This is an optimization exercise on Yosys and OpenROAD, whose aim is small area, not a production implementation. At most, simulation tests tie the RTL to the original design; equivalence was not proved. For run 2, only the layout was checked, not whether the RTL still works. No activity file was given, so power comes from the tool's default toggle rates.

==> flow/design.v <==
module rfm70_init_rom (
    input  wire [4:0] entry,
    input  wire [3:0] idx,
    output reg  [7:0] entry_la,
    output reg  [5:0] entry_width,
    output reg  [7:0] rom_byte
);
    always @(*) begin
        if (entry < 5'd14) begin
            entry_la    = 8'h80 + {3'd0, entry};
            entry_width = 6'd4;
        end else if (entry == 5'd14) begin
            entry_la    = 8'h8E;
            entry_width = 6'd11;
        end else begin
            entry_la    = 8'h84;
            entry_width = 6'd4;
        end
    end
    always @(*) begin
        case ({entry, idx})
            {5'd0, 4'd0}: rom_byte = 8'h40;
            {5'd0, 4'd1}: rom_byte = 8'h4B;
            {5'd0, 4'd2}: rom_byte = 8'h01;
            {5'd0, 4'd3}: rom_byte = 8'hE2;
            {5'd1, 4'd0}: rom_byte = 8'hC0;
            {5'd1, 4'd1}: rom_byte = 8'h4B;
            {5'd2, 4'd0}: rom_byte = 8'hD0;
            {5'd2, 4'd1}: rom_byte = 8'hFC;
            {5'd2, 4'd2}: rom_byte = 8'h8C;
            {5'd2, 4'd3}: rom_byte = 8'h02;
            {5'd3, 4'd0}: rom_byte = 8'h99;
            {5'd3, 4'd2}: rom_byte = 8'h39;
            {5'd3, 4'd3}: rom_byte = 8'h41;
            {5'd4, 4'd0}: rom_byte = 8'hD9;
            {5'd4, 4'd1}: rom_byte = 8'h9E;
            {5'd4, 4'd2}: rom_byte = 8'h86;
            {5'd4, 4'd3}: rom_byte = 8'h0B;
            {5'd5, 4'd0}: rom_byte = 8'h24;
            {5'd5, 4'd1}: rom_byte = 8'h06;
            {5'd5, 4'd2}: rom_byte = 8'h7F;
            {5'd5, 4'd3}: rom_byte = 8'hA6;
            {5'd12, 4'd1}: rom_byte = 8'h73;
            {5'd12, 4'd2}: rom_byte = 8'h12;
            {5'd13, 4'd1}: rom_byte = 8'h80;
            {5'd13, 4'd2}: rom_byte = 8'hB4;
            {5'd13, 4'd3}: rom_byte = 8'h36;
            {5'd14, 4'd0}: rom_byte = 8'h41;
            {5'd14, 4'd1}: rom_byte = 8'h20;
            {5'd14, 4'd2}: rom_byte = 8'h08;
            {5'd14, 4'd3}: rom_byte = 8'h04;
            {5'd14, 4'd4}: rom_byte = 8'h81;
            {5'd14, 4'd5}: rom_byte = 8'h20;
            {5'd14, 4'd6}: rom_byte = 8'hCF;
            {5'd14, 4'd7}: rom_byte = 8'hF7;
            {5'd14, 4'd8}: rom_byte = 8'hFE;
            {5'd14, 4'd9}: rom_byte = 8'hFF;
            {5'd14, 4'd10}: rom_byte = 8'hFF;
            {5'd15, 4'd0}: rom_byte = 8'hDF;
            {5'd15, 4'd1}: rom_byte = 8'h9E;
            {5'd15, 4'd2}: rom_byte = 8'h86;
            {5'd15, 4'd3}: rom_byte = 8'h0B;
            {5'd16, 4'd0}: rom_byte = 8'hD9;
            {5'd16, 4'd1}: rom_byte = 8'h9E;
            {5'd16, 4'd2}: rom_byte = 8'h86;
            {5'd16, 4'd3}: rom_byte = 8'h0B;
            default: rom_byte = 8'h00;
        endcase
    end
endmodule
module rfm70_dispatch (
    input  wire        clk,
    input  wire        rst,
    input  wire [19:0] settle_cycles,
    input  wire        req_valid,
    output wire        req_ready,
    input  wire [3:0]  req_op,
    input  wire [7:0]  req_arg,
    input  wire [5:0]  req_len,
    output wire        rsp_valid,
    output wire [1:0]  rsp_err,
    output wire        rsp_has_status,
    output wire [7:0]  rsp_status,
    input  wire        buf_we,
    input  wire [4:0]  buf_addr,
    input  wire [7:0]  buf_wdata,
    output wire [7:0]  buf_rdata,
    output wire        spi_cs_n,
    output wire        spi_sck,
    output wire        spi_mosi,
    input  wire        spi_miso,
    input  wire        spi_fault,
    output reg         ce
);
    localparam OP_RREG   = 4'd0;
    localparam OP_WREG   = 4'd1;
    localparam OP_RRXPL  = 4'd2;
    localparam OP_WTXPL  = 4'd3;
    localparam OP_WTXNA  = 4'd4;
    localparam OP_WACK   = 4'd5;
    localparam OP_FLTX   = 4'd6;
    localparam OP_FLRX   = 4'd7;
    localparam OP_REUSE  = 4'd8;
    localparam OP_ACT    = 4'd9;
    localparam OP_RPLW   = 4'd10;
    localparam OP_NOP    = 4'd11;
    localparam OP_MODE   = 4'd12;
    localparam OP_SETPWR = 4'd13;
    localparam OP_INIT   = 4'd14;
    localparam E_OK        = 2'd0;
    localparam E_INVALID   = 2'd1;
    localparam E_TOO_LARGE = 2'd2;
    localparam E_TRANSPORT = 2'd3;
    localparam S_IDLE   = 3'd0;
    localparam S_RUN    = 3'd1;
    localparam S_XFER   = 3'd2;
    localparam S_HOLD   = 3'd3;
    localparam S_SETTLE = 3'd4;
    localparam S_RESP   = 3'd5;
    reg [2:0]  state;
    reg [19:0] cnt;
    reg [4:0]  pc;
    reg [3:0]  op_r;
    reg [7:0]  arg_r;
    reg [5:0]  len_r;
    reg [1:0]  err;
    reg        bank_known;
    reg        bank;
    reg [7:0]  sr;        
    reg [7:0]  status;    
    reg [255:0] bufr;     
    wire idle = (state == S_IDLE);
    wire xfer = (state == S_XFER);
    assign req_ready = idle;
    assign rsp_valid = (state == S_RESP);
    assign rsp_err   = err;
    assign rsp_status = status;
    assign rsp_has_status = (err == E_OK) && !(op_r == OP_SETPWR && arg_r[7:2] != 6'd0);
    assign spi_cs_n = !(xfer || state == S_HOLD);
    assign spi_sck  = xfer && cnt[1];
    wire [5:0]  pidx    = cnt[10:5];
    wire        is_cmd  = &cnt[10:5];
    wire [20:0] cnt_inc = {1'b0, cnt} + 21'd1;    
    wire        byte_end = xfer && (cnt[4:0] == 5'd31);
    wire [7:0] rom_la;
    wire [5:0] rom_width;
    wire [7:0] rom_byte;
    rfm70_init_rom u_rom (
        .entry       (pc),
        .idx         (pidx[3:0]),
        .entry_la    (rom_la),
        .entry_width (rom_width),
        .rom_byte    (rom_byte)
    );
    wire guarded = (op_r == OP_RREG) || (op_r == OP_WREG) || (op_r == OP_MODE) ||
                   (op_r == OP_SETPWR) || (op_r == OP_INIT);
    reg [7:0] la;
    reg       wr;
    reg [5:0] acc_len;
    always @(*) begin
        case (op_r)
            OP_MODE: begin
                la      = (pc < 5'd2) ? 8'h07 : 8'h00;
                wr      = (pc == 5'd1) || (pc == 5'd4);
                acc_len = 6'd1;
            end
            OP_SETPWR: begin
                la      = 8'h06;
                wr      = (pc == 5'd1);
                acc_len = 6'd1;
            end
            OP_INIT: begin
                la      = rom_la;
                wr      = 1'b1;
                acc_len = rom_width;
            end
            default: begin
                la      = arg_r;
                wr      = (op_r == OP_WREG);
                acc_len = len_r;
            end
        endcase
    end
    wire resolve = guarded && !bank_known;
    wire toggle  = guarded && bank_known && (bank != la[7]);
    wire mainx   = !resolve && !toggle;
    reg [7:0] cmd;
    reg [5:0] n_eff;
    always @(*) begin
        if (resolve) begin
            cmd = 8'h07; n_eff = 6'd1;
        end else if (toggle) begin
            cmd = 8'h50; n_eff = 6'd1;
        end else if (guarded) begin
            cmd = {2'b00, wr, la[4:0]}; n_eff = acc_len;
        end else begin
            n_eff = 6'd0;
            case (op_r)
                OP_RRXPL: begin cmd = 8'h61; n_eff = len_r; end
                OP_WTXPL: begin cmd = 8'hA0; n_eff = len_r; end
                OP_WTXNA: begin cmd = 8'hB0; n_eff = len_r; end
                OP_WACK:  begin cmd = {5'b10101, arg_r[2:0]}; n_eff = len_r; end
                OP_FLTX:  cmd = 8'hE1;
                OP_FLRX:  cmd = 8'hE2;
                OP_REUSE: cmd = 8'hE3;
                OP_ACT:   begin cmd = 8'h50; n_eff = 6'd1; end
                OP_RPLW:  begin cmd = 8'h60; n_eff = 6'd1; end
                default:  cmd = 8'hFF;
            endcase
        end
    end
    wire rx_buf = mainx && (op_r == OP_RREG || op_r == OP_RRXPL || op_r == OP_RPLW);
    wire [4:0] baddr = idle ? buf_addr : pidx[4:0];
    wire       bwe   = idle ? buf_we : (byte_end && !is_cmd && rx_buf);
    wire [7:0] bwd   = idle ? buf_wdata : {sr[6:0], spi_miso};
    wire [7:0] bdata;
    wire [31:0] bwen;
    rfm70_bufport u_bufport (
        .mem   (bufr),
        .addr  (baddr),
        .we    (bwe),
        .rdata (bdata),
        .wen   (bwen)
    );
    assign buf_rdata = bdata;
    reg [7:0] rmw;
    always @(*) begin
        if (op_r == OP_SETPWR)
            rmw = (sr & 8'hF9) | {5'd0, arg_r[1:0], 1'b0};
        else if (pc == 5'd1)
            rmw = sr;
        else case (arg_r[1:0])
            2'd0:    rmw = sr & 8'hFD;
            2'd1:    rmw = sr | 8'h02;
            2'd2:    rmw = sr | 8'h03;
            default: rmw = sr & 8'h02;
        endcase
    end
    reg [7:0] txbyte;
    always @(*) begin
        if (toggle)
            txbyte = 8'h53;
        else case (op_r)
            OP_ACT:              txbyte = arg_r;
            OP_MODE, OP_SETPWR:  txbyte = rmw;
            OP_INIT:             txbyte = rom_byte;
            default:             txbyte = bdata;
        endcase
    end
    wire [2:0] bitn = ~cnt[4:2];
    assign spi_mosi = is_cmd ? cmd[bitn] : sr[7];
    reg [1:0] chk;
    reg       la_def;
    reg [5:0] la_w;
    always @(*) begin
        la_def = (req_arg[6:5] == 2'b00) &&
                 (req_arg[7] ? (req_arg[4:0] <= 5'h0E) : (req_arg[4:0] <= 5'h1D));
        if (req_arg[7])
            la_w = (req_arg[4:0] == 5'h0E) ? 6'd11 : 6'd4;
        else if (req_arg[4:0] == 5'h0A || req_arg[4:0] == 5'h0B || req_arg[4:0] == 5'h10)
            la_w = 6'd5;
        else
            la_w = 6'd1;
        chk = E_OK;
        case (req_op)
            OP_RREG, OP_WREG: begin
                if (!la_def || req_len == 6'd0) chk = E_INVALID;
                else if (req_len > la_w)        chk = E_TOO_LARGE;
            end
            OP_RRXPL, OP_WTXPL, OP_WTXNA, OP_WACK: begin
                if ((req_op == OP_WACK && req_arg > 8'd5) || req_len == 6'd0) chk = E_INVALID;
                else if (req_len > 6'd32)                                     chk = E_TOO_LARGE;
            end
            4'd15:   chk = E_INVALID;
            default: chk = E_OK;
        endcase
    end
    reg respond, ce_step;
    always @(*) begin
        ce_step = 1'b0;
        case (op_r)
            OP_MODE: begin
                respond = (pc == 5'd6);
                ce_step = (pc == 5'd2) || (pc == 5'd5);
            end
            OP_SETPWR: respond = (arg_r[7:2] != 6'd0) || (pc == 5'd2);
            OP_INIT:   respond = (pc == 5'd17);
            default:   respond = (pc == 5'd1);
        endcase
        if (err != E_OK)
            respond = 1'b1;
    end
    integer k;
    always @(posedge clk) begin
        for (k = 0; k < 32; k = k + 1)
            if (bwen[k])
                bufr[8*k +: 8] <= bwd;
        cnt <= cnt_inc[19:0];
        if (rst) begin
            state      <= S_IDLE;
            bank_known <= 1'b0;
            ce         <= 1'b0;
        end else begin
            case (state)
            S_IDLE: begin
                if (req_valid) begin
                    op_r  <= req_op;
                    arg_r <= req_arg;
                    len_r <= req_len;
                    err   <= chk;
                    pc    <= (req_op == OP_MODE && req_arg[1:0] != 2'd2) ? 5'd2 : 5'd0;
                    state <= S_RUN;
                end
            end
            S_RUN: begin
                if (respond) begin
                    state <= S_RESP;
                end else if (ce_step) begin
                    ce <= (pc == 5'd5) && arg_r[1];
                    pc <= pc + 5'd1;
                end else begin
                    cnt[10:0] <= {6'h3F, 5'd0};
                    state <= S_XFER;
                end
            end
            S_XFER: begin
                if (cnt[1:0] == 2'd3) begin
                    if (is_cmd) status <= {status[6:0], spi_miso};
                    else        sr     <= {sr[6:0], spi_miso};
                end
                if (cnt[4:0] == 5'd1 && !is_cmd)
                    sr <= txbyte;
                if (cnt[4:0] == 5'd31) begin
                    if (spi_fault) begin
                        err   <= E_TRANSPORT;
                        state <= S_HOLD;
                    end else if (cnt_inc[10:5] == n_eff) begin
                        state <= S_HOLD;
                        if (resolve) begin
                            bank_known <= 1'b1;
                            bank       <= sr[6];
                        end else if (toggle) begin
                            bank <= la[7];
                        end else begin
                            pc <= pc + 5'd1;
                        end
                    end
                end
            end
            S_HOLD: begin
                if (cnt[0]) begin
                    cnt   <= ~settle_cycles;      
                    state <= S_SETTLE;
                end
            end
            S_SETTLE: begin
                if (cnt_inc[20])
                    state <= S_RUN;
            end
            default: begin
                cnt   <= cnt_inc[19:0];
                state <= S_IDLE;
            end
            endcase
        end
    end
endmodule
module rfm70_bufport (
    input  wire [255:0] mem,
    input  wire [4:0]   addr,
    input  wire         we,
    output wire [7:0]   rdata,
    output wire [31:0]  wen
);
    assign rdata = mem[8*addr +: 8];
    genvar g;
    generate
        for (g = 0; g < 32; g = g + 1) begin : g_wen
            assign wen[g] = we && (addr == g);
        end
    endgenerate
endmodule
==> flow/flow/run.sh <==
#!/bin/bash
# Own layout flow: the standard layout (standard.sh, ORFS) with
#  - the payload buffer's read mux and write decoder (module rfm70_bufport,
#    combinational) black-boxed during synthesis and replaced, before the
#    design is flattened, by the hand-mapped netlist flow/bufport_gates.v
#    (own_synth.tcl is synth_recipe.tcl with that step added);
#  - an area-oriented ABC script for the rest of the combinational logic:
#    each script in flow/abc/ is tried and the one giving the smallest
#    netlist is kept (registers are mapped by the same dfflibmap step before
#    ABC runs, so they keep the standard synthesis's names and cell types);
#  - the smallest buffer on each port;
#  - a clock tree of a few large clock buffers, without dummy loads.
# Each tool run's output goes to a log file of its own in this folder.
set -euo pipefail
W=$(pwd)
rm -rf "$W/scripts_own"
cp -r "$FLOW_HOME/scripts" "$W/scripts_own"
SYN=(SCRIPTS_DIR="$W/scripts_own" SYNTH_SCRIPT="$W/flow/own_synth.tcl"
     SYNTH_BLACKBOXES=rfm70_bufport OWN_BUFPORT_V="$W/flow/bufport_gates.v")

best=""; best_area=""
for f in "$W"/flow/abc/*.script; do
  s=$(basename "$f" .script)
  cp "$f" "$W/scripts_own/abc_area.script"
  rm -rf "$W/orfs"
  if bash standard.sh "${SYN[@]}" synth > "$W/synth_try_$s.log" 2>&1; then
    a=$(grep -o "Chip area for module '.rfm70_dispatch': [0-9.]*" \
          "$W"/orfs/reports/*/rfm70_dispatch/base/synth_stat.txt | awk '{print $NF}')
    echo "abc script $s: area $a (without rfm70_bufport)" >> "$W/synth_tries.log"
    if [[ -n "$a" ]] && { [[ -z "$best_area" ]] || awk -v a="$a" -v b="$best_area" 'BEGIN{exit !(a<b)}'; }; then
      best=$s; best_area=$a
    fi
  else
    echo "abc script $s: failed" >> "$W/synth_tries.log"
  fi
done
echo "chosen: $best ($best_area)" >> "$W/synth_tries.log"
cp "$W/flow/abc/$best.script" "$W/scripts_own/abc_area.script"
rm -rf "$W/orfs"

CTS="-sink_clustering_enable -repair_clock_nets -dont_use_dummy_load"
CTS="$CTS -buf_list sky130_fd_sc_hd__clkbuf_16 -sink_clustering_size 25 -sink_clustering_max_diameter 80"
bash standard.sh "${SYN[@]}" \
  BUFFER_PORTS_ARGS="-buffer_cell sky130_fd_sc_hd__buf_1" \
  CTS_ARGS="$CTS" \
  finish > "$W/flow_make.log" 2>&1
==> flow/flow/abc/b3.script <==
strash
dch -f
map -a
strash
dch -f
map -a
strash
dch -f
map -a
topo
==> flow/flow/abc/c1.script <==
strash
dch -f
map -a
strash
dch -f
map -a
strash
dch -f
map -a
strash
dch -f
map -a
strash
dch -f
map -a
topo
==> flow/flow/abc/c4.script <==
strash
dch -f
map -a
strash
dch -f
map -a
strash
dch -f
map -a
strash
dch -f
amap
topo
==> flow/flow/abc/c5.script <==
strash
ifraig
scorr
dc2
strash
dch -f
map -a
strash
dch -f
map -a
strash
dch -f
map -a
topo
==> flow/flow/abc/d3.script <==
strash
dch -f
map -a
strash
dch -f
map -a
strash
dch -f
map -a
strash
dch -f
map -a
strash
dch -f
map -a
strash
dch -f
map -a
strash
dch -f
amap
topo
==> flow/flow/own_synth.tcl <==
# synth_recipe.tcl, with the black-boxed rfm70_bufport replaced by its
# gate-level netlist before the design is flattened.
proc synth {args} { yosys synth -nofsm -noshare {*}$args }
source $::env(SCRIPTS_DIR)/synth.tcl
yosys delete rfm70_bufport
yosys read_verilog $::env(OWN_BUFPORT_V)
# left out here: clear keep_hierarchy, flatten, clean up, hide names made inside functions, write 1_2_yosys.v
==> flow/standard.sh <==
#!/bin/bash
# synth_recipe.tcl (not shown) runs the flow's synth.tcl, then flattens the netlist and writes it again
# the make line also repeats each setting of config.mk as NAME=value (left out here)
make -C /OpenROAD-flow-scripts/flow DESIGN_CONFIG=/design/flow/config.mk WORK_HOME=/design/flow/orfs CLKGATE_MAP_FILE= SYNTH_SCRIPT=/design/flow/synth_recipe.tcl "${@:-finish}"
==> flow/config.mk <==
export PLATFORM = sky130hd
export DESIGN_NAME = rfm70_dispatch
export DESIGN_NICKNAME = rfm70_dispatch
export VERILOG_FILES = /design/flow/design.v
export SDC_FILE = /design/flow/constraint.sdc
export NUM_CORES = 4
export LEC_CHECK = 0
export ABC_AREA = 1
export CAP_MARGIN = 20
export CORE_MARGIN = 2
export CORE_UTILIZATION = 40
export SLEW_MARGIN = 20
==> flow/constraint.sdc <==
create_clock -name core_clock -period 10.0 [get_ports {clk}]
set_input_delay 2.0000 -clock core_clock [delete_from_list [all_inputs] [get_ports {clk}]]
set_output_delay 2.0000 -clock core_clock [all_outputs]
set_load 0.01 [all_outputs]
Not shown: flow/flow/bufport_gates.v
==> results by group, run 1 <==
Setup path
  – Crit path launch type: register
  – RR Startpoint: state[0]
  – R2R Setup Slk: 4050 ps
  – WP buf/inv: 3
  – Crit-path max FO: 25
  – WS Path Type: register to output port
  – CP endpoint kind: output port

Floorplanning
  – Row count: 68
  – Die X: 189.8 um
  – Initial core utilization: 40.28%

Synthesis
  – Syn nets: 1170

Drt
  – DR WL/cell: 24.05 um
  – Max layer used: met4

Cells and area
  – Filler cells: 3156
  – Final #Nets: 1284
  – Signal buf overhead: 2.477%
  – Bufs w/o clock: 91
  – Flip-flop and latch count: 323
  – Sequential cell area share: 61.72%
  – Fin cells: 1665
  – Biggest register: bufr

STA
  – Slew @ Worst Pin: 1002 ps
  – Slew HR: 32.77%
  – RSZ-0062 raised after global routing: false
  – Final Hold Fails: 0

Power
  – Final Power: 4232 uW
  – Peak supply drop: 0.1342 mV
  – Switching Fraction: 39.06%
  – Int Pwr: 2579 uW
  – Clk power: 787 uW

Placement
  – DP Cell Count: 1644
  – Detailed placement HPWL: 28.73 mm
  – Gp weighted congestion: 1.059
  – Port-buffer cells: 81

Global route
  – Initial antenna violation count: 0
  – GRT Resource Usage Total: 21.76%

Min path
  – Worst Hold Class: register to register
  – Hold Path Stages: 0
  – Hold Crit Start: status[4]

Status
  – Run status: finished clean

Clock tree
  – Post-CTS Setup Inserts: 0
  – Clk slew on worst S/H paths: 50 ps
  – # resized after CTS: 0

Flow run
  – Max-cap violations: 0
==> run 2: changes to the inputs <==
--- a/flow/design.v
+++ b/flow/design.v
@@ -4,5 +4,5 @@
     output reg  [7:0] entry_la,
     output reg  [5:0] entry_width,
-    output reg  [7:0] rom_byte
+    output wire [7:0] rom_byte
 );
     always @(*) begin
@@ -18,54 +18,54 @@
         end
     end
-    always @(*) begin
-        case ({entry, idx})
-            {5'd0, 4'd0}: rom_byte = 8'h40;
-            {5'd0, 4'd1}: rom_byte = 8'h4B;
-            {5'd0, 4'd2}: rom_byte = 8'h01;
-            {5'd0, 4'd3}: rom_byte = 8'hE2;
-            {5'd1, 4'd0}: rom_byte = 8'hC0;
-            {5'd1, 4'd1}: rom_byte = 8'h4B;
-            {5'd2, 4'd0}: rom_byte = 8'hD0;
-            {5'd2, 4'd1}: rom_byte = 8'hFC;
-            {5'd2, 4'd2}: rom_byte = 8'h8C;
-            {5'd2, 4'd3}: rom_byte = 8'h02;
-            {5'd3, 4'd0}: rom_byte = 8'h99;
-            {5'd3, 4'd2}: rom_byte = 8'h39;
-            {5'd3, 4'd3}: rom_byte = 8'h41;
-            {5'd4, 4'd0}: rom_byte = 8'hD9;
-            {5'd4, 4'd1}: rom_byte = 8'h9E;
-            {5'd4, 4'd2}: rom_byte = 8'h86;
-            {5'd4, 4'd3}: rom_byte = 8'h0B;
-            {5'd5, 4'd0}: rom_byte = 8'h24;
-            {5'd5, 4'd1}: rom_byte = 8'h06;
-            {5'd5, 4'd2}: rom_byte = 8'h7F;
-            {5'd5, 4'd3}: rom_byte = 8'hA6;
-            {5'd12, 4'd1}: rom_byte = 8'h73;
-            {5'd12, 4'd2}: rom_byte = 8'h12;
-            {5'd13, 4'd1}: rom_byte = 8'h80;
-            {5'd13, 4'd2}: rom_byte = 8'hB4;
-            {5'd13, 4'd3}: rom_byte = 8'h36;
-            {5'd14, 4'd0}: rom_byte = 8'h41;
-            {5'd14, 4'd1}: rom_byte = 8'h20;
-            {5'd14, 4'd2}: rom_byte = 8'h08;
-            {5'd14, 4'd3}: rom_byte = 8'h04;
-            {5'd14, 4'd4}: rom_byte = 8'h81;
-            {5'd14, 4'd5}: rom_byte = 8'h20;
-            {5'd14, 4'd6}: rom_byte = 8'hCF;
-            {5'd14, 4'd7}: rom_byte = 8'hF7;
-            {5'd14, 4'd8}: rom_byte = 8'hFE;
-            {5'd14, 4'd9}: rom_byte = 8'hFF;
-            {5'd14, 4'd10}: rom_byte = 8'hFF;
-            {5'd15, 4'd0}: rom_byte = 8'hDF;
-            {5'd15, 4'd1}: rom_byte = 8'h9E;
-            {5'd15, 4'd2}: rom_byte = 8'h86;
-            {5'd15, 4'd3}: rom_byte = 8'h0B;
-            {5'd16, 4'd0}: rom_byte = 8'hD9;
-            {5'd16, 4'd1}: rom_byte = 8'h9E;
-            {5'd16, 4'd2}: rom_byte = 8'h86;
-            {5'd16, 4'd3}: rom_byte = 8'h0B;
-            default: rom_byte = 8'h00;
-        endcase
-    end
+    wire [4:0] e = entry;
+    wire [3:0] i = idx;
+    wire f0_0 = (e[3] & e[2] & e[1]) | (e[4]) | (~e[3] & e[2] & ~e[1] & ~e[0]) | (~e[3] & ~e[2] & e[1] & e[0]);
+    wire f0_1 = (e[3] & e[2] & e[1] & e[0]);
+    wire f0_2 = (e[3] & e[2] & e[1] & e[0]) | (~e[3] & e[2] & ~e[1] & e[0]);
+    wire f0_3 = (e[4]) | (e[3] & e[2] & e[1] & e[0]) | (~e[3] & e[2] & ~e[1] & ~e[0]) | (~e[3] & ~e[2] & e[1] & e[0]);
+    wire f0_4 = (~e[3] & ~e[2] & e[1]) | (e[4]) | (e[3] & e[2] & e[1] & e[0]) | (~e[3] & e[2] & ~e[1] & ~e[0]);
+    wire f0_5 = (~e[3] & e[2] & ~e[1] & e[0]);
+    wire f0_6 = (~e[3] & ~e[1] & ~e[0]) | (e[3] & e[2] & e[1]) | (~e[3] & ~e[2] & ~e[0]) | (~e[3] & ~e[2] & ~e[1]);
+    wire f0_7 = (~e[3] & ~e[2] & e[0]) | (e[4]) | (~e[3] & ~e[2] & e[1]) | (e[3] & e[2] & e[1] & e[0]) | (~e[3] & e[2] & ~e[1] & ~e[0]);
+    wire f1_0 = (~e[4] & ~e[3] & ~e[2] & ~e[1]) | (e[3] & e[2] & ~e[1] & ~e[0]);
+    wire f1_1 = (~e[3] & ~e[1]) | (e[2] & ~e[1] & ~e[0]) | (e[3] & e[2] & e[1] & e[0]);
+    wire f1_2 = (~e[3] & e[2] & ~e[1]) | (e[4]) | (e[3] & e[2] & e[1] & e[0]) | (~e[3] & ~e[2] & e[1] & ~e[0]);
+    wire f1_3 = (~e[3] & ~e[1] & ~e[0]) | (~e[3] & ~e[2] & ~e[0]) | (~e[3] & ~e[2] & ~e[1]) | (e[3] & e[2] & e[1] & e[0]);
+    wire f1_4 = (e[2] & ~e[1] & ~e[0]) | (e[4]) | (e[3] & e[2] & e[1] & e[0]) | (~e[3] & ~e[2] & e[1] & ~e[0]);
+    wire f1_5 = (e[3] & e[2] & ~e[0]) | (~e[3] & ~e[2] & e[1] & ~e[0]);
+    wire f1_6 = (~e[4] & ~e[3] & ~e[2] & ~e[1]) | (e[3] & e[2] & ~e[1] & ~e[0]) | (~e[3] & ~e[2] & e[1] & ~e[0]);
+    wire f1_7 = (e[3] & e[2] & e[0]) | (e[4]) | (~e[3] & e[2] & ~e[1] & ~e[0]) | (~e[3] & ~e[2] & e[1] & ~e[0]);
+    wire f2_0 = (~e[3] & e[2] & ~e[1] & e[0]) | (~e[3] & ~e[2] & e[1] & e[0]) | (~e[4] & ~e[3] & ~e[2] & ~e[1] & ~e[0]);
+    wire f2_1 = (~e[3] & e[2] & ~e[1]) | (e[4]) | (e[2] & ~e[1] & ~e[0]) | (e[3] & e[2] & e[1] & e[0]);
+    wire f2_2 = (e[3] & e[2] & e[0]) | (~e[3] & e[2] & ~e[1]) | (e[4]) | (~e[3] & ~e[2] & e[1] & ~e[0]);
+    wire f2_3 = (~e[3] & ~e[2] & e[1]) | (~e[3] & e[2] & ~e[1] & e[0]) | (e[3] & e[2] & e[1] & ~e[0]);
+    wire f2_4 = (e[3] & e[2] & ~e[1]) | (e[2] & ~e[1] & e[0]) | (~e[3] & ~e[2] & e[1] & e[0]);
+    wire f2_5 = (e[2] & ~e[1] & e[0]) | (~e[3] & ~e[2] & e[1] & e[0]);
+    wire f2_6 = (~e[3] & e[2] & ~e[1] & e[0]);
+    wire f2_7 = (e[3] & e[2] & e[0]) | (e[4]) | (~e[3] & e[2] & ~e[1] & ~e[0]) | (~e[3] & ~e[2] & e[1] & ~e[0]);
+    wire f3_0 = (e[4]) | (e[3] & e[2] & e[1] & e[0]) | (~e[3] & e[2] & ~e[1] & ~e[0]) | (~e[3] & ~e[2] & e[1] & e[0]);
+    wire f3_1 = (~e[3] & ~e[1] & ~e[0]) | (e[2] & ~e[1] & e[0]) | (e[3] & e[2] & e[0]) | (~e[3] & ~e[2] & ~e[0]);
+    wire f3_2 = (e[2] & ~e[1] & e[0]) | (e[3] & e[2] & e[1] & ~e[0]);
+    wire f3_3 = (e[4]) | (e[3] & e[2] & e[1] & e[0]) | (~e[3] & e[2] & ~e[1] & ~e[0]);
+    wire f3_4 = (e[3] & e[2] & ~e[1] & e[0]);
+    wire f3_5 = (e[2] & ~e[1] & e[0]) | (~e[4] & ~e[3] & ~e[2] & ~e[1] & ~e[0]);
+    wire f3_6 = (~e[3] & ~e[2] & e[1] & e[0]) | (~e[4] & ~e[3] & ~e[2] & ~e[1] & ~e[0]);
+    wire f3_7 = (~e[3] & e[2] & ~e[1] & e[0]) | (~e[4] & ~e[3] & ~e[2] & ~e[1] & ~e[0]);
+    wire k_0 = (i[1]) | (i[2] & ~i[0]) | (~i[2] & i[0]);
+    wire k_1 = (i[3]) | (i[1]);
+    wire k_2 = (i[3]) | (i[1]);
+    wire k_3 = (i[3]) | (i[1] & ~i[0]);
+    wire k_4 = (~i[2]) | (i[1] & i[0]);
+    wire k_5 = (i[3]) | (i[0]);
+    wire k_6 = (i[3]) | (i[1]);
+    wire k_7 = (~i[0]) | (i[3]) | (i[1]);
+    assign rom_byte[0] = (i[3] | i[2]) ? k_0 : (i[1] ? (i[0] ? f3_0 : f2_0) : (i[0] ? f1_0 : f0_0));
+    assign rom_byte[1] = (i[3] | i[2]) ? k_1 : (i[1] ? (i[0] ? f3_1 : f2_1) : (i[0] ? f1_1 : f0_1));
+    assign rom_byte[2] = (i[3] | i[2]) ? k_2 : (i[1] ? (i[0] ? f3_2 : f2_2) : (i[0] ? f1_2 : f0_2));
+    assign rom_byte[3] = (i[3] | i[2]) ? k_3 : (i[1] ? (i[0] ? f3_3 : f2_3) : (i[0] ? f1_3 : f0_3));
+    assign rom_byte[4] = (i[3] | i[2]) ? k_4 : (i[1] ? (i[0] ? f3_4 : f2_4) : (i[0] ? f1_4 : f0_4));
+    assign rom_byte[5] = (i[3] | i[2]) ? k_5 : (i[1] ? (i[0] ? f3_5 : f2_5) : (i[0] ? f1_5 : f0_5));
+    assign rom_byte[6] = (i[3] | i[2]) ? k_6 : (i[1] ? (i[0] ? f3_6 : f2_6) : (i[0] ? f1_6 : f0_6));
+    assign rom_byte[7] = (i[3] | i[2]) ? k_7 : (i[1] ? (i[0] ? f3_7 : f2_7) : (i[0] ? f1_7 : f0_7));
 endmodule
 module rfm70_dispatch (
@@ -127,5 +127,4 @@
     reg        bank_known;
     reg        bank;
-    reg [7:0]  sr;        
     reg [7:0]  status;    
     reg [255:0] bufr;     
@@ -136,5 +135,5 @@
     assign rsp_err   = err;
     assign rsp_status = status;
-    assign rsp_has_status = (err == E_OK) && !(op_r == OP_SETPWR && arg_r[7:2] != 6'd0);
+    assign rsp_has_status = (err == E_OK) && !(op_r == OP_SETPWR && pc == 5'd0);
     assign spi_cs_n = !(xfer || state == S_HOLD);
     assign spi_sck  = xfer && cnt[1];
@@ -142,5 +141,5 @@
     wire        is_cmd  = &cnt[10:5];
     wire [20:0] cnt_inc = {1'b0, cnt} + 21'd1;    
-    wire        byte_end = xfer && (cnt[4:0] == 5'd31);
+    wire        shift    = xfer && (cnt[1:0] == 2'd3);    
     wire [7:0] rom_la;
     wire [5:0] rom_width;
@@ -212,6 +211,6 @@
     wire rx_buf = mainx && (op_r == OP_RREG || op_r == OP_RRXPL || op_r == OP_RPLW);
     wire [4:0] baddr = idle ? buf_addr : pidx[4:0];
-    wire       bwe   = idle ? buf_we : (byte_end && !is_cmd && rx_buf);
-    wire [7:0] bwd   = idle ? buf_wdata : {sr[6:0], spi_miso};
+    wire       bwe   = idle ? buf_we : (shift && !is_cmd && rx_buf);
+    wire [7:0] bwd   = idle ? buf_wdata : {bdata[6:0], spi_miso};
     wire [7:0] bdata;
     wire [31:0] bwen;
@@ -224,15 +223,18 @@
     );
     assign buf_rdata = bdata;
+    wire [7:0] t = {arg_r[7:2], len_r[1:0]};
+    wire       t_shift = shift && !is_cmd && mainx && !wr &&
+                         (op_r == OP_MODE || op_r == OP_SETPWR);
     reg [7:0] rmw;
     always @(*) begin
         if (op_r == OP_SETPWR)
-            rmw = (sr & 8'hF9) | {5'd0, arg_r[1:0], 1'b0};
+            rmw = (t & 8'hF9) | {5'd0, arg_r[1:0], 1'b0};
         else if (pc == 5'd1)
-            rmw = sr;
+            rmw = t;
         else case (arg_r[1:0])
-            2'd0:    rmw = sr & 8'hFD;
-            2'd1:    rmw = sr | 8'h02;
-            2'd2:    rmw = sr | 8'h03;
-            default: rmw = sr & 8'h02;
+            2'd0:    rmw = t & 8'hFD;
+            2'd1:    rmw = t | 8'h02;
+            2'd2:    rmw = t | 8'h03;
+            default: rmw = t & 8'h02;
         endcase
     end
@@ -249,5 +251,5 @@
     end
     wire [2:0] bitn = ~cnt[4:2];
-    assign spi_mosi = is_cmd ? cmd[bitn] : sr[7];
+    assign spi_mosi = is_cmd ? cmd[bitn] : txbyte[bitn];
     reg [1:0] chk;
     reg       la_def;
@@ -284,5 +286,5 @@
                 ce_step = (pc == 5'd2) || (pc == 5'd5);
             end
-            OP_SETPWR: respond = (arg_r[7:2] != 6'd0) || (pc == 5'd2);
+            OP_SETPWR: respond = (pc == 5'd0 && arg_r[7:2] != 6'd0) || (pc == 5'd2);
             OP_INIT:   respond = (pc == 5'd17);
             default:   respond = (pc == 5'd1);
@@ -325,10 +327,10 @@
             end
             S_XFER: begin
-                if (cnt[1:0] == 2'd3) begin
-                    if (is_cmd) status <= {status[6:0], spi_miso};
-                    else        sr     <= {sr[6:0], spi_miso};
-                end
-                if (cnt[4:0] == 5'd1 && !is_cmd)
-                    sr <= txbyte;
+                if (shift && is_cmd)
+                    status <= {status[6:0], spi_miso};
+                if (t_shift)
+                    {arg_r[7:2], len_r[1:0]} <= {arg_r[6:2], len_r[1:0], spi_miso};
+                if (shift && !is_cmd && resolve && cnt[4:2] == 3'd0)
+                    bank <= spi_miso;
                 if (cnt[4:0] == 5'd31) begin
                     if (spi_fault) begin
@@ -339,5 +341,4 @@
                         if (resolve) begin
                             bank_known <= 1'b1;
-                            bank       <= sr[6];
                         end else if (toggle) begin
                             bank <= la[7];
==> flow/flow/abc/e1.script (new file) <==
strash
dch -f
map -a
strash
dch -f
map -a
strash
dch -f
map -a
strash
dch -f
map -a
strash
dch -f
map -a
strash
dch -f
map -a
strash
dch -f
map -a
strash
dch -f
map -a
strash
dch -f
amap
topo
==> flow/flow/abc/e4.script (new file) <==
strash
dch -f
amap
strash
dch -f
map -a
strash
dch -f
amap
strash
dch -f
map -a
strash
dch -f
amap
strash
dch -f
map -a
strash
dch -f
amap
topo
==> flow/flow/abc/e7.script (new file) <==
strash
&get -n
&dch -f
&nf -a -R 1000
&put
strash
dch -f
map -a
strash
dch -f
map -a
strash
dch -f
amap
topo
removed: flow/flow/abc/b3.script
removed: flow/flow/abc/c1.script
removed: flow/flow/abc/c5.script
==> run 2 against run 1 <==
Net effect: clock power decreased by 11%; die area is 1.7% lower; power rose by 10%; sequential cell count down 8; hold slack improved by 13 ps; register-to-register slack gained 160 ps; non-clock buffer count stayed put; largest cell class unchanged; largest power group unchanged.
==> results by group, run 2 <==
Clock tree
  – Clk buf depth: 3 (unchanged)
  – # resized after CTS: 0 (unchanged)
  – Clock latency (worst-skew pair): 530 ps (was 550 ps)
  – TritonCTS Sinks: 315 (was 323)
  – Root buf cell: clkbuf_16 (unchanged)
  – Cts hold-fix bufs: 0 (unchanged)
  – Post-CTS Setup Inserts: 0 (unchanged)
  – Clk slew on worst S/H paths: 100 ps (was 50 ps)
  – Cts bufs inserted: 17 (was 21)
  – H-tree levels: 1 (unchanged)
  – CTS tree: built (unchanged)

STA
  – Hold_ws: 457.5 ps (was 444.4 ps)
  – Final worst-path cycle share: 79.34% (was 76.91%)
  – Slew @ Worst Pin: 1048 ps (was 1002 ps)
  – Final Max Tran Viols: 0 (unchanged)
  – Slew HR: 28.30% (was 32.77%)
  – Final setup TNS: 0 ps (unchanged)
  – Final clock skew: 85.52 ps (was 73.03 ps)
  – RSZ-0062 raised after global routing: false (unchanged)
  – Fmax: 126.0 MHz (was 130.0 MHz)
  – Final min period: 7934 ps (was 7691 ps)
  – Final WS setup: 2066 ps (was 2309 ps)
  – Final Hold Fails: 0 (unchanged)
  – Setup-failing EPs final: 0 (unchanged)

Min path
  – Worst Hold Class: register to register (unchanged)

Synthesis
  – Synth warnings: 3 (unchanged)
  – Post-synthesis cell area: 0.01357 mm2 (was 0.01381 mm2)
  – Syn nets: 1148 (was 1170)
  – Cell count after synthesis: 1077 (was 1098)
  – Syn_area_per_cell: 12.60 um2 (was 12.58 um2)

Power
  – P per Cell Area: 311.9 mW/mm2 (was 276.5 mW/mm2)
  – Pleak: 0.004553 uW (was 0.004643 uW)
  – Clk pwr share: 14.9% (was 18.6%)
  – Peak supply drop: 0.2318 mV (was 0.1342 mV)
  – Switching Fraction: 41.24% (was 39.06%)
  – P_sw: 1924 uW (was 1653 uW)
  – Int Pwr: 2741 uW (was 2579 uW)
  – Seq pwr share: 44.7% (was 45.0%)
  – Gate power share: 40.4% (was 36.4%)

Cells and area
  – Fin cells: 1633 (was 1665)
  – Commonest non-fill, non-tap cells in the layout: edfxtp_1, nor2_1, clkinv_1 (was edfxtp_1, nor2_1, clkinv_1, a222oi_1, buf_1)
  – Final #Nets: 1258 (was 1284)
  – Inserted Diodes: 0 (unchanged)
  – Most common cell after layout, fill and taps aside: edfxtp_1 (unchanged)
  – Largest regs: bufr: 256 flops, cnt: 20 flops (unchanged)
  – Synthesis-to-layout area growth: 10.22% (was 10.83%)
  – Ratio of cells with drive above 1 in the final layout: 2.532% (was 3.058%)
  – Max reg flops: 256 (unchanged)
  – Biggest register: bufr (unchanged)

Drt
  – Vias/cell: 6.188 (was 6.163)
  – DR WL/cell: 23.49 um (was 24.05 um)
  – Final wirelength: 38.35 mm (was 40.04 mm)
  – DR iter-0 viols: 1559 (was 1308)
  – Routed Antenna Nets: 0 (unchanged)
  – Via count: 10105 (was 10261)
  – DRT Pass-1 Iters: 11 (was 13)
  – DRC violations left: 0 (unchanged)

Placement
  – Gp weighted congestion: 0.9468 (was 1.059)
  – Detailed placement HPWL: 27.48 mm (was 28.73 mm)
  – DP Cell Count: 1616 (was 1644)
  – Port-buffer cells: 81 (unchanged)
  – Setup WS pre-CTS: 2209 ps (was 2936 ps)

Floorplanning
  – Initial core utilization: 40.57% (was 40.28%)
  – Row count: 67 (was 68)
  – Core area: 0.03345 mm2 (was 0.03429 mm2)
  – Vert. Die Dim: 188.2 um (was 189.8 um)
  – Boundary Pins: 82 (unchanged)
  – Die X: 188.2 um (was 189.8 um)
  – Total die area: 0.03542 mm2 (was 0.03603 mm2)

Global route
  – Grt total ovfl: 0 (unchanged)
  – Largest net degree at the start of global routing: 33 (unchanged)
  – Global-route wire length before repair: 57.82 mm (was 59.52 mm)
  – GRT Resource Usage Total: 21.21% (was 21.76%)
  – Vias in the first global route: 9425 (was 9491)
  – Initial antenna violation count: 0 (unchanged)

Setup path
  – CP arrival: 5930 ps (was 5690 ps)
  – CP endpoint kind: output port (unchanged)
  – Req. time, crit path: 8000 ps (about the same)
  – Crit-path max FO: 20 (was 25)
  – Crit path launch type: register (unchanged)
  – WS Path Type: register to output port (unchanged)

Flow run
  – Max-cap violations: 0 (unchanged)

Status
  – Run status: finished clean (unchanged)
## run 2: final timing paths
kind	cells past startpoint	from	slack, ps	end
hold reg to reg	0	status[6]	460	status[7]
hold / removal	0	status[6]	460	status[7]
setup reg to reg	18	op_r[1]	4210	pc[3]
setup / recovery	18	state[0]	2070	spi_mosi
## run 2: layer usage
layer  part of all wire, %  GRT usage (%)  wire length (um)
met1                    43          31.20             16340
met2                    44          32.40             17010
met3                    11          3.744              4028
met4                   2.5          5.966               967
met5                     0              0                 0
## run 2: final cells by class
cell class                      count  area [um2]
Clock buffer                       17       425.4
Timing Repair Buffer               91       386.6
Tap cell                          448       560.5
Multi-Input combinational cell    672        4039
Fill cell                        3020       18490
Inverter                           90       337.8
Sequential cell                   315        9209
## run 2: power groups by stage
| stage | logic, uW | clock network (uW) | registers, uW |
|---|---|---|---|
| final | 1880 | 697 | 2080 |
| after global placement | 1820 | 0 | 2110 |
| after CTS | 1850 | 710 | 2080 |
| after floorplan | 1050 | 0 | 2060 |
| after global routing | 2040 | 749 | 2100 |
| after detailed placement | 1850 | 0 | 2110 |
## run 2: worst max-delay path, cell delays in order (launching register included)
cell and delay, ps:
dfxtp_1 350, clkinv_1 100, nand2_1 110, nor2_1 110, buf_4 250, clkinv_1 600
a21oi_1 500, or2_0 620, nor2_1 340, a222oi_1 570, nand4_1 240, or3_1 490
a221o_1 340, a21oi_1 120, o21ai_0 120, a31oi_1 200, o41a_1 150, nor2b_1 70
buf_1 130
## run 2: metrics by stage
step                      power (uW)  util, %  area [um2]
after global placement          3932    43.39       14510
after floorplan                 3111        -       13570
final                           4665    44.72       14960
after CTS                       4642    44.72       14960
after detailed placement        3957    43.45       14530
after global routing            4884    44.72       14960
==> run 3: changes to the inputs <==
--- a/flow/design.v
+++ b/flow/design.v
@@ -252,30 +252,23 @@
     wire [2:0] bitn = ~cnt[4:2];
     assign spi_mosi = is_cmd ? cmd[bitn] : txbyte[bitn];
-    reg [1:0] chk;
-    reg       la_def;
-    reg [5:0] la_w;
-    always @(*) begin
-        la_def = (req_arg[6:5] == 2'b00) &&
-                 (req_arg[7] ? (req_arg[4:0] <= 5'h0E) : (req_arg[4:0] <= 5'h1D));
-        if (req_arg[7])
-            la_w = (req_arg[4:0] == 5'h0E) ? 6'd11 : 6'd4;
-        else if (req_arg[4:0] == 5'h0A || req_arg[4:0] == 5'h0B || req_arg[4:0] == 5'h10)
-            la_w = 6'd5;
-        else
-            la_w = 6'd1;
-        chk = E_OK;
-        case (req_op)
-            OP_RREG, OP_WREG: begin
-                if (!la_def || req_len == 6'd0) chk = E_INVALID;
-                else if (req_len > la_w)        chk = E_TOO_LARGE;
-            end
-            OP_RRXPL, OP_WTXPL, OP_WTXNA, OP_WACK: begin
-                if ((req_op == OP_WACK && req_arg > 8'd5) || req_len == 6'd0) chk = E_INVALID;
-                else if (req_len > 6'd32)                                     chk = E_TOO_LARGE;
-            end
-            4'd15:   chk = E_INVALID;
-            default: chk = E_OK;
-        endcase
-    end
+    wire [4:0] rn = req_arg[4:0];
+    wire       is01 = (req_op[3:1] == 3'b000);
+    wire       is25 = !req_op[3] && (req_op[2] ^ req_op[1]);
+    wire       n0   = (req_len == 6'd0);
+    wire       la_bad = req_arg[6] | req_arg[5] |
+                        (req_arg[7] ? (rn[4] | (&rn[3:0])) : (&rn[4:1]));
+    wire       w11  = req_arg[7] && (rn == 5'h0E);
+    wire       w4   = req_arg[7] && !w11;
+    wire       w5   = !req_arg[7] && (rn == 5'h0A || rn == 5'h0B || rn == 5'h10);
+    wire       gt1  = |req_len[5:1];
+    wire       gt4  = |req_len[5:3] | (req_len[2] & (req_len[1] | req_len[0]));
+    wire       gt5  = |req_len[5:3] | (req_len[2] & req_len[1]);
+    wire       gt11 = |req_len[5:4] | (req_len[3] & req_len[2]);
+    wire       tl01 = w11 ? gt11 : w4 ? gt4 : w5 ? gt5 : gt1;
+    wire       pipe_bad = req_op[2] && req_op[0] && (|req_arg[7:3] | (req_arg[2] & req_arg[1]));
+    wire       tl25 = req_len[5] && (|req_len[4:0]);
+    wire       inv  = (req_op == 4'd15) | (is01 & (la_bad | n0)) | (is25 & (pipe_bad | n0));
+    wire       big  = (is01 & tl01) | (is25 & tl25);
+    wire [1:0] chk  = inv ? E_INVALID : big ? E_TOO_LARGE : E_OK;
     reg respond, ce_step;
     always @(*) begin
--- a/flow/flow/run.sh
+++ b/flow/flow/run.sh
@@ -40,5 +40,5 @@
 
 CTS="-sink_clustering_enable -repair_clock_nets -dont_use_dummy_load"
-CTS="$CTS -buf_list sky130_fd_sc_hd__clkbuf_16 -sink_clustering_size 25 -sink_clustering_max_diameter 80"
+CTS="$CTS -buf_list sky130_fd_sc_hd__clkbuf_16 -sink_clustering_size 28 -sink_clustering_max_diameter 90"
 bash standard.sh "${SYN[@]}" \
   BUFFER_PORTS_ARGS="-buffer_cell sky130_fd_sc_hd__buf_1" \
--- a/flow/config.mk
+++ b/flow/config.mk
@@ -9,4 +9,5 @@
 export CAP_MARGIN = 20
 export CORE_MARGIN = 2
-export CORE_UTILIZATION = 40
+export CORE_UTILIZATION = 65
+export PLACE_DENSITY = 0.75
 export SLEW_MARGIN = 20
==> run 3 against run 2 <==
Net effect: sequential power is 4% higher; hold slack gained 2.3 ps; synthesized area down 0.37%; global-route usage is 13 points higher; synthesized cell count down 0.19%; die area shrank 38%; sequential share of layout area grew 1.4 points; sequential cell count did not move; largest power group unchanged; critical path type is now primary input to output port; critical endpoint unchanged; register-to-register slack worse by 380 ps; worst setup slack got worse by 190 ps.
==> results by group, run 3 <==
Cells and area
  – Largest regs: bufr: 256 flops, cnt: 20 flops (unchanged)
  – Final #Nets: 1253 (was 1258)
  – Most common cell after layout, fill and taps aside: edfxtp_1 (unchanged)
  – Filler cells: 1432 (was 3020)
  – Inserted Diodes: 0 (unchanged)
  – Ratio of cells with drive above 1 in the final layout: 2.451% (was 2.532%)
  – Synthesis-to-layout area growth: 8.246% (was 10.22%)
  – Commonest non-fill, non-tap cells in the layout: edfxtp_1, nor2_1, clkinv_1 (unchanged)
  – Max reg flops: 256 (unchanged)
  – Fin util: 72.10% (was 44.72%)
  – Biggest register: bufr (unchanged)

Power
  – Peak supply drop: 0.2322 mV (was 0.2318 mV)
  – Pleak: 0.004536 uW (was 0.004553 uW)
  – P per Cell Area: 330.5 mW/mm2 (was 311.9 mW/mm2)

STA
  – Final worst-path cycle share: 81.23% (was 79.34%)
  – Final min period: 8123 ps (was 7934 ps)
  – Hold_ws: 459.8 ps (was 457.5 ps)
  – Final Hold Fails: 0 (unchanged)
  – Setup-failing EPs final: 0 (unchanged)
  – Final setup TNS: 0 ps (unchanged)
  – Final clock skew: 48.85 ps (was 85.52 ps)
  – RSZ-0062 raised after global routing: false (unchanged)
  – Slew HR: 38.34% (was 28.30%)
  – Fmax: 123.1 MHz (was 126.0 MHz)
  – Slew @ Worst Pin: 917.3 ps (was 1048 ps)
  – Final Max Tran Viols: 0 (unchanged)

Global route
  – Largest net degree at the start of global routing: 33 (unchanged)
  – Global-route wire length before repair: 56.73 mm (was 57.82 mm)
  – Grt total ovfl: 0 (unchanged)
  – GRT Resource Usage Total: 34.05% (was 21.21%)
  – Initial antenna violation count: 0 (unchanged)
  – Vias in the first global route: 9577 (was 9425)

Flow run
  – Max-cap violations: 0 (unchanged)

Setup path
  – CP most frequent cell: nor2_1
  – Slowest-stage cell, CP: or2_0 (unchanged)
  – R2R Setup Slk: 3830 ps (was 4210 ps)
  – Crit-path max FO: 9 (was 20)
  – WP buf/inv: 2 (was 4)
  – Crit path max-delay family: simple AND/OR/NAND/NOR gates (was compound AO/OA/AOI/OAI gates)
  – WS Path Type: primary input to output port (was register to output port)
  – CP endpoint kind: output port (unchanged)
  – CP arrival: 6120 ps (was 5930 ps)
  – Cells along the critical path: buf_1 > nor2_1 > a21oi_1 > or2_0 > nor2_1 > a222oi_1 > nand4_1 > or3_1 > a2111oi_0 > nor2_1 > or3_1 > a21oi_1 > a21oi_1 > nor2_1 > nor2_1 > buf_1 (was clkinv_1 > nand2_1 > nor2_1 > buf_4 > clkinv_1 > a21oi_1 > or2_0 > nor2_1 > a222oi_1 > nand4_1 > or3_1 > a221o_1 > a21oi_1 > o21ai_0 > a31oi_1 > o41a_1 > nor2b_1 > buf_1)
  – Crit-path max cell delay: 760 ps (was 620 ps)
  – Req. time, crit path: 8000 ps (about the same)
  – Crit path launch type: primary input (was register)

Floorplanning
  – Boundary Pins: 82 (unchanged)
  – Row count: 52 (was 67)
  – Total die area: 0.02197 mm2 (was 0.03542 mm2)
  – Vert. Die Dim: 148.2 um (was 188.2 um)
  – Die X: 148.2 um (was 188.2 um)
  – Initial core utilization: 66.61% (was 40.57%)
  – Core area: 0.02030 mm2 (was 0.03345 mm2)

Synthesis
  – Syn_area_per_cell: 12.58 um2 (was 12.60 um2)
  – Cell count after synthesis: 1075 (was 1077)
  – Synth warnings: 3 (unchanged)
  – Post-synthesis cell area: 0.01352 mm2 (was 0.01357 mm2)
  – Syn nets: 1143 (was 1148)

Clock tree
  – TritonCTS Sinks: 315 (unchanged)
  – Clk slew on worst S/H paths: 110 ps (was 100 ps)
  – CTS tree: built (unchanged)
  – Clk buf depth: 3 (unchanged)
  – Cts bufs inserted: 15 (was 17)
  – H-tree levels: 1 (unchanged)
  – Post-CTS Setup Inserts: 0 (unchanged)
  – # resized after CTS: 0 (unchanged)
  – Root buf cell: clkbuf_16 (unchanged)
  – Cts hold-fix bufs: 0 (unchanged)
  – Clock latency (worst-skew pair): 520 ps (was 530 ps)

Drt
  – DR WL/cell: 25.62 um (was 23.49 um)
  – DRT Pass-1 Iters: 9 (was 11)
  – Via count: 10268 (was 10105)
  – DR iter-0 viols: 1837 (was 1559)
  – Vias/cell: 7.067 (was 6.188)
  – Final wirelength: 37.23 mm (was 38.35 mm)
  – DRC violations left: 0 (unchanged)
  – Routed Antenna Nets: 0 (unchanged)

Placement
  – Gp weighted congestion: 1.018 (was 0.9468)
  – Detailed placement HPWL: 26.29 mm (was 27.48 mm)
  – Port-buffer cells: 81 (unchanged)

Min path
  – Worst Hold Class: register to register (unchanged)

Status
  – Run status: finished clean (unchanged)
==> run 3: changes by cell type in the layout (fill, tap and decap cells not counted), sizes merged, moves of 5 or more <==
| cell | before | now |
|---|---|---|
| a21oi | 45 | 36 |
| or3 | 11 | 18 |
| nand3 | 25 | 20 |
| nand2 | 45 | 53 |
| clkinv | 90 | 85 |
| o21a | 2 | 7 |
| nor4 | 12 | 6 |
| nor3 | 36 | 43 |
| a22oi | 9 | 15 |
==> run 3: cell type report <==
type	count	area (um2)	share of cell area (%)
multi-input cells	675	4000	27.33
well taps	270	337.8	2.308
repair buffers	93	394.1	2.693
clock buffers	15	375.4	2.565
inverters	85	319.1	2.180
flip-flops and latches	315	9209	62.92
==> run 3: final timing paths <==
kind                                   from  cells after the start   endpoint
worst max-delay path            buf_addr[0]                     16   spi_mosi
worst min register to register    status[3]                      0  status[4]
worst max register to register      op_r[3]                     20      pc[4]
worst min-delay path              status[3]                      0  status[4]
==> run 3: stage by stage <==
step	cell area (um2)	worst slack, ps	cells	total power, uW
after floorplan	13520	3314	1075	3279
after CTS	14630	2080	1453	4784
final	14640	1877	1453	4837
after global placement	14260	2285	1438	4136
after global routing	14640	1676	1453	5037
after detailed placement	14260	2094	1438	4169
==> run 3: where the power goes <==
group | leakage (uW) | switching [uW] | internal (uW)
Sequential | 0.00282 | 127 | 2040
Combinational | 0.00153 | 1510 | 517
Clock | 0.000185 | 370 | 271
==> run 3: routing by layer <==
metal	share of wire [%]	vias to the layer above	global-route usage, %
li1	-	4520	-
met3	12	102	5.828
met1	38	4894	49.44
met2	46	752	53.31
met4	4.0	0	11.62
met5	0	-	0
==> run 4: changes to the inputs <==
--- a/flow/config.mk
+++ b/flow/config.mk
@@ -9,5 +9,4 @@
 export CAP_MARGIN = 20
 export CORE_MARGIN = 2
-export CORE_UTILIZATION = 65
-export PLACE_DENSITY = 0.75
+export CORE_UTILIZATION = 40
 export SLEW_MARGIN = 20
==> run 4 against run 3 <==
Net effect: still clean; synthesized cell count unchanged; sequential share of layout area decreased by 1.0 points; global-route usage decreased by 13 points; sequential cell count unchanged; fmax increased by 2.8%; wire length increased by 2.8%; hold slack got worse by 1.5 ps; critical path depth increased by 1; worst setup slack improved by 220 ps; count of clock-buffer cells in the layout increased by 1; via count decreased by 2.0%; critical path type unchanged; highest routed layer unchanged.
==> results by group, run 4 <==
Synthesis
  – Syn nets: 1143 (unchanged)
  – Cell count after synthesis: 1075 (unchanged)
  – Post-synthesis cell area: 0.01352 mm2 (unchanged)
  – Synth warnings: 3 (unchanged)
  – Syn_area_per_cell: 12.58 um2 (unchanged)

Setup path
  – Slowest-stage cell, CP: or2_0 (unchanged)
  – Crit-path max FO: 9 (unchanged)
  – WS Path Type: primary input to output port (unchanged)
  – CP arrival: 5900 ps (was 6120 ps)
  – CP endpoint kind: output port (unchanged)
  – Cells along the critical path: buf_1 > nor2_1 > a21oi_1 > or2_0 > nor2_1 > a222oi_1 > nand4_1 > or3_1 > a2111oi_0 > nor2_1 > a21oi_1 > o21ai_0 > nand2_1 > nand2_1 > nor2b_1 > nor2_1 > buf_1 (was buf_1 > nor2_1 > a21oi_1 > or2_0 > nor2_1 > a222oi_1 > nand4_1 > or3_1 > a2111oi_0 > nor2_1 > or3_1 > a21oi_1 > a21oi_1 > nor2_1 > nor2_1 > buf_1)
  – Crit path launch type: primary input (unchanged)
  – Crit-path max cell delay: 700 ps (was 760 ps)
  – CP most frequent cell: nor2_1 (unchanged)
  – Req. time, crit path: 8000 ps (about the same)

STA
  – Final setup TNS: 0 ps (unchanged)
  – Hold_ws: 458.3 ps (was 459.8 ps)
  – Slew HR: 29.66% (was 38.34%)
  – Final min period: 7898 ps (was 8123 ps)
  – Final clock skew: 59.70 ps (was 48.85 ps)
  – Fmax: 126.6 MHz (was 123.1 MHz)
  – Slew @ Worst Pin: 1028 ps (was 917.3 ps)
  – Final worst-path cycle share: 78.98% (was 81.23%)
  – Setup-failing EPs final: 0 (unchanged)
  – Final Hold Fails: 0 (unchanged)
  – RSZ-0062 raised after global routing: false (unchanged)
  – Final Max Tran Viols: 0 (unchanged)

Drt
  – Via count: 10061 (was 10268)
  – DR WL/cell: 23.49 um (was 25.62 um)
  – Routed Antenna Nets: 0 (unchanged)
  – DRC violations left: 0 (unchanged)
  – DRT Pass-1 Iters: 10 (was 9)
  – Final wirelength: 38.26 mm (was 37.23 mm)
  – Vias/cell: 6.176 (was 7.067)
  – DR iter-0 viols: 1500 (was 1837)

Clock tree
  – Cts hold-fix bufs: 0 (unchanged)
  – # resized after CTS: 0 (unchanged)
  – Clock latency (worst-skew pair): 520 ps (about the same)
  – Root buf cell: clkbuf_16 (unchanged)
  – Post-CTS Setup Inserts: 0 (unchanged)
  – CTS tree: built (unchanged)
  – Clk slew on worst S/H paths: 60 ps (was 110 ps)
  – H-tree levels: 1 (unchanged)
  – Cts bufs inserted: 16 (was 15)
  – Clk buf depth: 3 (unchanged)
  – TritonCTS Sinks: 315 (unchanged)

Cells and area
  – Inserted Diodes: 0 (unchanged)
  – Largest regs: bufr: 256 flops, cnt: 20 flops (unchanged)
  – Commonest non-fill, non-tap cells in the layout: edfxtp_1, nor2_1, clkinv_1 (unchanged)
  – Area of the multi-input gates: 0.004023 mm2 (was 0.004000 mm2)
  – Synthesis-to-layout area growth: 10.08% (was 8.246%)
  – Filler cells: 3018 (was 1432)
  – Register area: 0.009209 mm2 (unchanged)
  – Biggest register: bufr (unchanged)
  – Max reg flops: 256 (unchanged)
  – Ratio of cells with drive above 1 in the final layout: 2.456% (was 2.451%)
  – Final #Nets: 1251 (was 1253)
  – Most common cell after layout, fill and taps aside: edfxtp_1 (unchanged)

Status
  – Run status: finished clean (unchanged)

Min path
  – Worst Hold Class: register to register (unchanged)

Floorplanning
  – Total die area: 0.03529 mm2 (was 0.02197 mm2)
  – Row count: 67 (was 52)
  – Boundary Pins: 82 (unchanged)
  – Die X: 187.9 um (was 148.2 um)
  – Vert. Die Dim: 187.9 um (was 148.2 um)
  – Core area: 0.03345 mm2 (was 0.02030 mm2)
  – Initial core utilization: 40.42% (was 66.61%)

Power
  – Final Power: 4864 uW (was 4837 uW)
  – P per Cell Area: 326.8 mW/mm2 (was 330.5 mW/mm2)
  – Peak supply drop: 0.2732 mV (was 0.2322 mV)
  – Pleak: 0.004544 uW (was 0.004536 uW)

Global route
  – Largest net degree at the start of global routing: 33 (unchanged)
  – Grt total ovfl: 0 (unchanged)
  – GRT Resource Usage Total: 21.44% (was 34.05%)
  – Global-route wire length before repair: 58.14 mm (was 56.73 mm)
  – Vias in the first global route: 9421 (was 9577)
  – Initial antenna violation count: 1 (was 0)

Flow run
  – Max-cap violations: 0 (unchanged)

Placement
  – Port-buffer cells: 81 (unchanged)
  – Gp weighted congestion: 0.9491 (was 1.018)
  – Detailed placement HPWL: 27.51 mm (was 26.29 mm)
-- run 4: final timing paths --
kind	from	endpoint	slack [ps]	cells past startpoint
worst max register to register	op_r[3]	pc[0]	3430	19
worst min register to register	status[5]	status[6]	460	0
worst max-delay path	buf_addr[1]	spi_mosi	2100	17
worst min-delay path	status[5]	status[6]	460	0
-- run 4: worst max-delay path, delay by kind of cell --
kind	cells	cell delay (ps)
buf+inv	2	220
simple gates	10	2280
compound gates	5	1390
-- run 4: area by class of cell --
cell class / count / area share, %
Clock buffer: 16 / 2.690
Inverter: 85 / 2.144
Multi-Input combinational cell: 675 / 27.03
Sequential cell: 315 / 61.87
Tap cell: 448 / 3.766
Timing Repair Buffer: 90 / 2.497
-- run 4: where the power goes --
group          switching, uW  internal (uW)
Clock                    385            288
Sequential               119           2040
Combinational           1520            512
-- run 4: per-layer routing --
metal,wire length (um),vias up,track usage (%)
met4,1285,0,6.663
met3,3045,70,2.957
met1,16800,4929,31.75
met5,0,-,0
met2,17130,518,32.82
li1,-,4544,-
-- run 4: stage by stage --
step           utilization, %  worst slack [ps]  cells  instance area (um2)
2_1_floorplan               -              3314   1075                13520
3_3_place_gp            43.23              2318   1613                14460
3_5_place_dp            43.25              2279   1613                14470
4_1_cts                 44.45              2272   1629                14870
5_1_grt                 44.50              1755   1629                14880
6_report                44.50              2102   1629                14880

what the ideal ports hide:
In the flow no input, the clock included, has a driving cell. The finished layouts below were timed again as built, in two steps. Step 1, drivers: a clkbuf_16 drives clk and a buf_2 each remaining input, both assumed. Step 2 adds t to the input delays and takes it off the output delays; t is the mean of the earliest and latest rising clock arrival at the registers after step 1. Input paths then give back, and output paths get back, about the clock's delay inside the block. a / b / c = ideal ports / drivers / drivers and shift; a / b = the first two.
| run | t (ns) | setup WS [ns] | hold WS [ns] | worst setup path after step 2 | worst slew at a driven data input, ns |
|---|---|---|---|---|---|
| run 1 | 0.563 | 2.309 / 2.261 / 2.824 | 0.444 / 0.444 / 0.444 | register to output | 0.08 |
| run 2 | 0.545 | 2.066 / 2.013 / 2.144 | 0.458 / 0.458 / 0.458 | input to output | 0.05 |
| run 3 | 0.542 | 1.877 / 1.850 / 1.850 | 0.460 / 0.460 / 0.460 | input to output | 0.09 |
| run 4 | 0.549 | 2.102 / 2.080 / 2.080 | 0.458 / 0.458 / 0.458 | input to output | 0.06 |
After both steps setup and hold are still met in every run listed. The setup slack of run 3, which loses most, moves by -0.027 ns with the drivers and by -0.027 ns with both steps.
